This is an optimization exercise on Yosys and OpenROAD, whose aim is small area, not a production implementation. Function was checked by simulation only, so behaviour that the tests miss may differ from the original. Power and IR drop assume default switching activity.

Setup of v7:
// tbacc
module tbacc (
    input  wire         clk,
    input  wire         rst,
    input  wire         cmd_valid,
    output wire         cmd_ready,
    input  wire [7:0]   cmd_op,
    input  wire [63:0]  cmd_a,
    input  wire [63:0]  cmd_b,
    output wire         rsp_valid,
    output wire [7:0]   rsp_status,
    output wire [63:0]  rsp_data,
    output wire         mem_req,
    output wire         mem_wide,
    output wire [31:0]  mem_addr,
    input  wire         mem_ack,
    input  wire [63:0]  mem_rdata,
    input  wire         mem_err,
    output wire [63:0]  value_o,
    output wire [15:0]  status_o
);
Size in the first run: ~1800 cells after synthesis, roughly 510 flip-flops, roughly 390 I/O pins.
Settings: LEC_CHECK=0, ABC_AREA=1, CAP_MARGIN=20, CORE_MARGIN=2, CORE_UTILIZATION=40, CTS_BUF_LIST=sky130_fd_sc_hd__clkbuf_4, PLACE_DENSITY=0.6, SLEW_MARGIN=20; clock period 12.5 ns.
run.sh (not shown) runs the stock make flow with config.mk's settings and CLKGATE_MAP_FILE= SYNTH_SCRIPT=/design/flow/synth_recipe.tcl, a recipe that flattens the netlist after the stock synthesis.
v7 has completed all stages; timing, DRC and antenna checks passed.
Input-level comparison between v59 and v7:
- a deleted CTS_BUF_LIST that had been sky130_fd_sc_hd__clkbuf_4
==> flow/flow/run.sh (new file) <==
#!/bin/bash
# Standard ORFS layout with the smallest port buffer and a leaner clock tree.
set -euo pipefail
export BUFFER_PORTS_ARGS="-buffer_cell sky130_fd_sc_hd__buf_1"
export CTS_ARGS="-sink_clustering_enable -repair_clock_nets -dont_use_dummy_load -buf_list sky130_fd_sc_hd__clkbuf_8 -sink_clustering_size 24"
bash standard.sh > standard.log 2>&1
==> flow/standard.sh (new file) <==
#!/bin/bash
# synth_recipe.tcl (not shown) runs the flow's synth.tcl, then flattens the netlist and writes it again
# the make line also repeats each setting of config.mk as NAME=value (left out here)
make -C /OpenROAD-flow-scripts/flow DESIGN_CONFIG=/design/flow/config.mk WORK_HOME=/design/flow/orfs CLKGATE_MAP_FILE= SYNTH_SCRIPT=/design/flow/synth_recipe.tcl "${@:-finish}"
removed: flow/run.sh
- Against v7, v59 reports a clock tree cell share of total cell area that is lower.
- Compared to v7, v59 shows a wider setup margin.
- Relative to v7, v59 improves post-route minimum period.
- Compared with v7, in v59 total power fell by 11%; met3 track utilization from global routing shrank by 1.7 points; arrival time at the worst endpoint dropped 680 ps; share of post-route cells with drive strength above 1 fell 5.0 points; final hold slack saw an increase.
- Delta (v59 minus v7): detailed placer's ending HPWL dropped 1500 um, headroom to the max-slew limit moved up, combinational share of power down 0.8 points.
## Diff of input files: v30 against v59
==> flow/run.sh (new file) <==
#!/bin/bash
# synth_recipe.tcl (not shown) runs the flow's synth.tcl, then flattens the netlist and writes it again
# the make line also repeats each setting of config.mk as NAME=value (left out here)
make -C /OpenROAD-flow-scripts/flow DESIGN_CONFIG=/design/flow/config.mk WORK_HOME=/design/flow/orfs CLKGATE_MAP_FILE= SYNTH_SCRIPT=/design/flow/synth_recipe.tcl finish
removed: flow/flow/run.sh
removed: flow/standard.sh
Results
v30 finished every stage and its layout cleared the timing, DRC and antenna checks. For the multi-input combinational area share, v30 came in 3.5 points lower than v59 did. v30 — first-iteration DRC count 232 lower, v59 as reference. In the flow results for v30 and v59, the worst slew slack as a fraction of its limit is larger on v59. NOTE: detailed-routed wire length on met3 in v30 exceeds that of v59. Diff v59 -> v30 | setup slack | decrease of 380 ps. [compare] base=v59 new=v30: routed wire length went up by 2800 um; multi-input logic area held; net switching power rose about 16%. The count of plain and timing-repair buffers on v30 is in line with that on v59. v30 has power share of the combinational group above what v59 had. Count of vias placed by the detailed router: v59 vs v30 — no meaningful difference.
Modified inputs, v35 compared to v30
==> flow/flow/run.sh (new file) <==
#!/bin/bash
# Standard ORFS layout with the smallest port buffer and a leaner clock tree.
set -euo pipefail
export BUFFER_PORTS_ARGS="-buffer_cell sky130_fd_sc_hd__buf_1"
export CTS_ARGS="-sink_clustering_enable -repair_clock_nets -dont_use_dummy_load -buf_list sky130_fd_sc_hd__clkbuf_4"
bash standard.sh > standard.log 2>&1
==> flow/standard.sh (new file) <==
#!/bin/bash
# synth_recipe.tcl (not shown) runs the flow's synth.tcl, then flattens the netlist and writes it again
# the make line also repeats each setting of config.mk as NAME=value (left out here)
make -C /OpenROAD-flow-scripts/flow DESIGN_CONFIG=/design/flow/config.mk WORK_HOME=/design/flow/orfs CLKGATE_MAP_FILE= SYNTH_SCRIPT=/design/flow/synth_recipe.tcl "${@:-finish}"
removed: flow/run.sh
==> summary.txt <==
Of v30 and v35, the run reporting the higher routed wire length was v30.
v30 has lower remaining max-slew budget at the tightest pin than v35.
Compared with v30, v35 shows a higher switching fraction of total power.
Diff v30 and v35: total number of vias higher in v35
Looking only at first-pass GRT wire length, and setting everything else aside, the higher value of v30 and v35 goes to v30.
Inputs modified between v35 and v55:
- a deleted ABC_AREA that had been 1
==> flow/run.sh (new file) <==
#!/bin/bash
# synth_recipe.tcl (not shown) runs the flow's synth.tcl, then flattens the netlist and writes it again
# the make line also repeats each setting of config.mk as NAME=value (left out here)
make -C /OpenROAD-flow-scripts/flow DESIGN_CONFIG=/design/flow/config.mk WORK_HOME=/design/flow/orfs CLKGATE_MAP_FILE= SYNTH_SCRIPT=/design/flow/synth_recipe.tcl finish
removed: flow/flow/run.sh
removed: flow/standard.sh
Results
Of v35 and v55, the run reporting the lower non-clock buffer count was v35. Sort v35 and v55 by worst setup slack, ascending, and v55 comes first. Reported net switching power in v55 is 0.00012 W higher than in v35. Compared with v35, v55 shows a count of inverters not on the clock network in the layout that is 106 lower. Looking at library cell contributing the largest single delay on the critical path, the sky130_fd_sc_hd__dfxtp_1 result is from v35; the sky130_fd_sc_hd__clkdlybuf4s50_1 one comes from v55. Proportion of power drawn by combinational gates for v55: 0.3 points up relative to v35. When v55 is set beside v35, its count of unique library cells instantiated by Yosys turns out to be 28 larger. The wire length reported for v55 is greater than that of v35 by 1900 um. Of v35 and v55, the higher met2 capacity usage during global routing belongs to v55. Higher die area goes to v55 over v35. From v35 to v55, sequential cell count did not move at all. Comparing v55 with v35, the sequential standard cell area came out essentially unchanged.

========
tbacc, a different RTL version from the one above (not shown whole).
Size: ~1800 cells after synthesis, roughly 510 flip-flops, ~18000 um^2 of cells after synthesis.
// tbacc
module tbacc (
    input  wire         clk,
    input  wire         rst,
    input  wire         cmd_valid,
    output wire         cmd_ready,
    input  wire [7:0]   cmd_op,
    input  wire [63:0]  cmd_a,
    input  wire [63:0]  cmd_b,
    output wire         rsp_valid,
    output wire [7:0]   rsp_status,
    output wire [63:0]  rsp_data,
    output wire         mem_req,
    output wire         mem_wide,
    output wire [31:0]  mem_addr,
    input  wire         mem_ack,
    input  wire [63:0]  mem_rdata,
    input  wire         mem_err,
    output wire [63:0]  value_o,
    output wire [15:0]  status_o
);
    localparam [63:0] K0 = 64'h736f6d6570736575;
    localparam [63:0] K1 = 64'h646f72616e646f6d;
    localparam [63:0] K2 = 64'h6c7967656e657261;
    localparam [63:0] K3 = 64'h7465646279746573;
    localparam [3:0] S_IDLE   = 4'd0,
                     S_PREP   = 4'd1,
                     S_RESP   = 4'd2,
                     S_VCLR   = 4'd3,
                     S_APP    = 4'd4,
                     S_VPASS  = 4'd5,
                     S_ROUND  = 4'd6,
                     S_DIGEST = 4'd7,
                     S_WZERO  = 4'd8,
                     S_GSEL   = 4'd9,
                     S_RSUB   = 4'd10,
  ...
export LEC_CHECK = 0
export ABC_AREA = 1
export CAP_MARGIN = 20
export CORE_MARGIN = 2
export CORE_UTILIZATION = 40
export PLACE_DENSITY = 0.6
export SLEW_MARGIN = 20
create_clock -name core_clock -period 12.5 [get_ports {clk}]
standard.sh (not shown) runs the stock make flow with config.mk's settings and CLKGATE_MAP_FILE= SYNTH_SCRIPT=/design/flow/synth_recipe.tcl, a recipe that flattens the netlist after the stock synthesis.
==> flow/flow/run.sh <==
#!/bin/bash
# Standard ORFS layout with the smallest port buffer and a leaner clock tree.
set -euo pipefail
export BUFFER_PORTS_ARGS="-buffer_cell sky130_fd_sc_hd__buf_1"
export CTS_ARGS="-sink_clustering_enable -repair_clock_nets -dont_use_dummy_load -buf_list sky130_fd_sc_hd__clkbuf_8 -sink_clustering_size 16 -sink_clustering_max_diameter 80"
bash standard.sh > standard.log 2>&1
The baseline passed the timing, DRC and antenna checks.
Next try:
==> flow/flow/run.sh (replaced) <==
#!/bin/bash
# Standard ORFS layout, with three changes that only affect area:
#  - the combinational logic of the standard synthesis is re-mapped for area
#    (flow/remap.tcl; flip-flops, their cells and names are kept),
#  - ports get the smallest buffer (buf_1),
#  - the clock tree uses clkbuf_4 without dummy loads.
set -euo pipefail
export BUFFER_PORTS_ARGS="-buffer_cell sky130_fd_sc_hd__buf_1"
export CTS_ARGS="-sink_clustering_enable -repair_clock_nets -dont_use_dummy_load -buf_list sky130_fd_sc_hd__clkbuf_4 -sink_clustering_size 10 -sink_clustering_max_diameter 60"
RES="$PWD/orfs/results/$FLOW_PLATFORM/tbacc/base"
bash standard.sh synth > synth.log 2>&1
cp "$RES/1_2_yosys.v" 1_2_yosys.standard.v
REMAP_LIB="$FLOW_HOME/platforms/$FLOW_PLATFORM/lib/sky130_fd_sc_hd__tt_025C_1v80.lib" \
REMAP_NET="$RES/1_2_yosys.v" yosys -c flow/remap.tcl > remap.log 2>&1
rm -f "$RES/1_synth.odb"
bash standard.sh > standard.log 2>&1
==> flow/flow/remap.tcl (new file) <==
# Re-map the combinational logic of the standard synthesis for area.
# The flip-flops (their cells and instance names) are kept as they are.
set lib $::env(REMAP_LIB)
set net $::env(REMAP_NET)
yosys read_verilog $net
yosys read_liberty -ignore_miss_func $lib
yosys hierarchy -top tbacc
set ffs [list]
foreach c [split [string trim [exec grep -o {sky130_fd_sc_hd__[a-z0-9_]*} $net | sort -u]] "\n"] {
  if {[regexp {__(df|edf|sdf|dl)} $c]} { lappend ffs $c }
}
yosys setattr -mod -set blackbox 1 {*}$ffs
yosys flatten
yosys rename -hide w:*.*
yosys opt_clean
yosys opt -full
yosys abc -liberty $lib -dont_use *lpflow* -dont_use *probe*
yosys opt_clean -purge
yosys hilomap -singleton -hicell sky130_fd_sc_hd__conb_1 HI -locell sky130_fd_sc_hd__conb_1 LO
yosys insbuf -buf sky130_fd_sc_hd__buf_4 A X
yosys splitnets
yosys opt_clean -purge
yosys read_liberty -lib $lib
yosys tee -o remap_stat.txt stat -liberty $lib
yosys check -assert -mapped
yosys write_verilog -noattr -nohex -nodec $net
Outcome:
- cell area came out lower by 7.1%
- total power came out higher by 38%
- combinational power came out higher to 7.2 times its value
- synthesized area came out lower by 9.1%
- count of clock-buffer cells in the layout came out higher by 20
- critical path depth does not change
- maximum frequency came out higher by 2.7%
- routed wire length came out lower by 6.5%
- sequential cell count stays the same
- sequential power came out higher by 23%
- sequential share of layout area came out higher by 4.2 points
Next try:
==> flow/flow/run.sh (replaced) <==
#!/bin/bash
# Standard ORFS layout with the smallest port buffer and a leaner clock tree.
set -euo pipefail
export BUFFER_PORTS_ARGS="-buffer_cell sky130_fd_sc_hd__buf_1"
export CTS_ARGS="-sink_clustering_enable -repair_clock_nets -dont_use_dummy_load -buf_list sky130_fd_sc_hd__clkbuf_4 -sink_clustering_size 10 -sink_clustering_max_diameter 60"
bash standard.sh > standard.log 2>&1
removed: flow/flow/remap.tcl
What happened:
- The new run completed with no timing, DRC or antenna violations
- routed wire length rises by 7.4%
- global-route usage goes down by 0.28 points
- cell area grows by about 7%
- setup slack got worse by 0.31 ns
- core utilization went down by 1.4 points
- clock skew came out lower by 0.023 ns
- synthesized area came out higher by about 10%
- sequential share of layout area is lower by 3.9 points
- total power went down by 30%
- critical path depth does not change

-- afterwards: timing with drivers on the ports --
How much do the figures lean on ideal ports? The routed layouts below were timed once more, with nothing changed but the port constraints. Step 1 sets driving cells, clkbuf_16 on the clock port and buf_2 on the other inputs (assumed; they add their load-dependent delay and slew). Step 2 also shifts input and output timing later by t, the mid clock arrival at the registers, as if the neighbouring blocks saw the same clock. a / b / c = ideal / step 1 / step 2; a / b = the first two.
run | shift t [ns] | setup WS [ns] | worst setup path after step 2
v7 | 0.962 | 6.518 / 6.465 / 7.021 | input to register
v59 | 0.653 | 7.203 / 7.155 / 7.385 | input to register
v30 | 0.647 | 6.824 / 6.771 / 7.010 | input to register
v35 | 0.833 | 7.054 / 7.004 / 7.394 | input to register
v55 | 0.651 | 6.869 / 6.814 / 6.623 | input to register
the first run of note 2 | 0.633 | 6.999 / 6.950 / 7.190 | register to register
the second run of note 2 | 0.799 | 7.143 / 7.096 / 7.285 | input to register
the third run of note 2 | 0.812 | 6.836 / 6.782 / 7.188 | register to register
After both steps setup and hold are still met in every run listed. For v55, which loses most, drivers alone change the setup slack by -0.055 ns; drivers and shift together by -0.246 ns.
